Context: an optimization exercise on an open-source flow, tuned for small area, a short achievable clock period and few clock cycles per item. The choices shown serve that exercise and are no tape-out recipe.
Only simulation tests tie the RTL to the original design; equivalence was not proved.
No activity file was given, so power comes from the tool's default toggle rates.

==> flow/design.v (excerpt) <==
module drum_mixer #(
    parameter N_VOICES       = 8,
    parameter NUM_DRUMS      = 16,
    parameter BUF_SIZE       = 256,
    parameter BASE_THRESHOLD = 100,
    parameter HARDEST_HIT    = 1200
) (
    input  wire        clk,
    input  wire        rst,
    input  wire        cmd_valid,
    output reg         cmd_ready,
    input  wire [47:0] cmd_word,
    input  wire        rf_valid,
    output reg         rf_ready,
    input  wire [15:0] rf_word,
    output reg         rf_done,
    output wire        srom_rd,
    output wire [7:0]  srom_drum,
    output wire [31:0] srom_pos,
    input  wire [15:0] srom_data,
    input  wire [31:0] srom_len,
    output reg         ob_we,
    output reg         ob_buf,
    output reg  [9:0]  ob_idx,
    output reg  [15:0] ob_data,
    output reg         idle,
    output reg         err,
    output wire [7:0]  nactive,
    output wire [31:0] sample_clk
);
Size in the first run: ~2900 cells after synthesis, roughly 750 flip-flops, ~36000 µm² of cells after synthesis.
clock: 26.0 ns
lec_check: 0
cap_margin: 20
core_margin: 2
core_utilization: 60
cts_buf_list: sky130_fd_sc_hd__clkbuf_8
slew_margin: 20
standard.sh (not shown) runs the stock make flow with config.mk's settings and CLKGATE_MAP_FILE= SYNTH_SCRIPT=/design/flow/synth_recipe.tcl, a recipe that flattens the netlist after the stock synthesis.
==> flow/flow/run.sh <==
#!/bin/bash
# The standard layout, with the port buffers made from buf_2 cells instead of
# the flow's default (a slow delay buffer).  Everything else is standard.sh.
set -euo pipefail
bash standard.sh "BUFFER_PORTS_ARGS=-buffer_cell sky130_fd_sc_hd__buf_2" finish > make_finish.log 2>&1
The first run ran to the end with no violations.
Testbench counts at the start, summed over its fixed seeds: cycles 128,467, items 24,576.
Then changed:
- CTS_BUF_LIST: sky130_fd_sc_hd__clkbuf_8 -> default
Combinational power is about the same. Via count barely changes. Setup slack improved by 0.11 ns. Power came out higher by 5.5%. Cell count came out lower by 1.9%. Die area is unchanged.

run A:
Another version of the RTL of drum_mixer (not shown whole).
Size in the first run: roughly 2800 cells after synthesis, ~230 I/O pins, roughly 35000 sq um of cells after synthesis.
Design drum_mixer, start of the top module:
module drum_mixer #(
    parameter N_VOICES       = 8,
    parameter NUM_DRUMS      = 16,
    parameter BUF_SIZE       = 256,
    parameter BASE_THRESHOLD = 100,
    parameter HARDEST_HIT    = 1200
) (
    input  wire        clk,
    input  wire        rst,
    input  wire        cmd_valid,
    output reg         cmd_ready,
    input  wire [47:0] cmd_word,
    input  wire        rf_valid,
    output reg         rf_ready,
    input  wire [15:0] rf_word,
    output reg         rf_done,
    output wire        srom_rd,
    output wire [7:0]  srom_drum,
    output wire [31:0] srom_pos,
    input  wire [15:0] srom_data,
    input  wire [31:0] srom_len,
    output reg         ob_we,
    output reg         ob_buf,
    output reg  [9:0]  ob_idx,
    output reg  [15:0] ob_data,
    output reg         idle,
    output reg         err,
    output wire [7:0]  nactive,
    output wire [31:0] sample_clk
);
export LEC_CHECK = 0
export CAP_MARGIN = 20
export CORE_MARGIN = 2
export CORE_UTILIZATION = 60
export SLEW_MARGIN = 20
create_clock -name core_clock -period 26.0 [get_ports {clk}]
Scripts as last shown in full above: flow/flow/run.sh
Testbench counts of run A, summed over its fixed seeds: cycles 129,290, items 24,576.
--- input diff run A..run E ---
- an added CTS_BUF_LIST of sky130_fd_sc_hd__clkbuf_8
==> comparison <==
Comparing number of standard cells in the final layout excluding fillers for run A and run E, the smaller number came from run A.
Re count of endpoints failing setup in the final report: no difference whatsoever between run E and run A.
Compared to run A, run E reaches a lower achievable clock.
Between run E and run A, the design area does not differ in any meaningful way.
The clock latency of the later-clocked register in the worst-skew pair number comes out higher for run E vs run A.
For final hold slack, run E and run A come out practically identical.
Against run A, run E comes in 5.9% lower on detailed-routed wire length on met3.

== before ==
drum_mixer, a different RTL version from the one above (not shown whole).
Size: roughly 3,000 cells after synthesis, about 740 flip-flops, roughly 230 I/O pins, roughly 36,000 µm² of cells after synthesis.
## drum_mixer
module drum_mixer #(
    parameter N_VOICES       = 8,
    parameter NUM_DRUMS      = 16,
    parameter BUF_SIZE       = 256,
    parameter BASE_THRESHOLD = 100,
    parameter HARDEST_HIT    = 1200
) (
    input  wire        clk,
    input  wire        rst,
    input  wire        cmd_valid,
    output reg         cmd_ready,
    input  wire [47:0] cmd_word,
    input  wire        rf_valid,
    output reg         rf_ready,
    input  wire [15:0] rf_word,
    output reg         rf_done,
    output wire        srom_rd,
    output wire [7:0]  srom_drum,
    output wire [31:0] srom_pos,
    input  wire [15:0] srom_data,
    input  wire [31:0] srom_len,
    output reg         ob_we,
    output reg         ob_buf,
    output reg  [9:0]  ob_idx,
    output reg  [15:0] ob_data,
    output reg         idle,
    output reg         err,
    output wire [7:0]  nactive,
    output wire [31:0] sample_clk
);
clock: 26.0 ns
lec_check: 0
cap_margin: 20
core_margin: 2
core_utilization: 70
slew_margin: 20
==> flow/flow/run.sh <==
#!/bin/bash
# The standard layout, with two changes: the port buffers are buf_2 cells
# instead of the flow's default (a slow delay buffer), and clock tree
# synthesis inserts no dummy loads.  Everything else is standard.sh.
set -euo pipefail
bash standard.sh \
  "BUFFER_PORTS_ARGS=-buffer_cell sky130_fd_sc_hd__buf_2" \
  "CTS_ARGS=-sink_clustering_enable -repair_clock_nets -buf_list sky130_fd_sc_hd__clkbuf_16 -dont_use_dummy_load" \
  finish > make_finish.log 2>&1
Testbench counts of before, summed over its fixed seeds: cycles 128,467, items 24,576.
Relative to before, the following input files were edited for after:
- CORE_UTILIZATION: 70 -> 60
Findings:
Taking before as the reference, in after routed wire length went down by about 0.4%, end-of-flow core utilization shrank by 11 points, setup slack went down.

## separate check: timing with driven ports
No port has a modelled driver above. Below, the same layouts with a new extraction and two added sets of constraints.
Step 1 sets driving cells, clkbuf_16 on the clock port and buf_2 on the other inputs (assumed; they add their load-dependent delay and slew).
Step 2 also shifts input and output timing later by t, the mid clock arrival at the registers, as if the neighbouring blocks saw the same clock.
a / b / c = no drivers / after step 1 / after step 2; a / b = the first two.
run | t, ns | slack for setup (ns) | clock arrival spread, ns | worst slew at a driven data input, ns
the first run of note 1 | 0.798 | 19.269 / 19.205 / 18.940 | 0.074 / 0.074 | 0.04
the second run of note 1 | 0.684 | 19.376 / 19.309 / 18.935 | 0.033 / 0.033 | 0.05
run A | 0.671 | 19.560 / 19.498 / 19.034 | 0.031 / 0.031 | 0.06
run E | 0.767 | 19.456 / 19.401 / 19.030 | 0.031 / 0.032 | 0.06
before | 0.668 | 19.311 / 19.356 / 18.687 | 0.084 / 0.083 | 0.06
after | 0.666 | 19.302 / 19.344 / 18.678 | 0.091 / 0.092 | 0.09
After both steps every run listed still meets setup and hold.
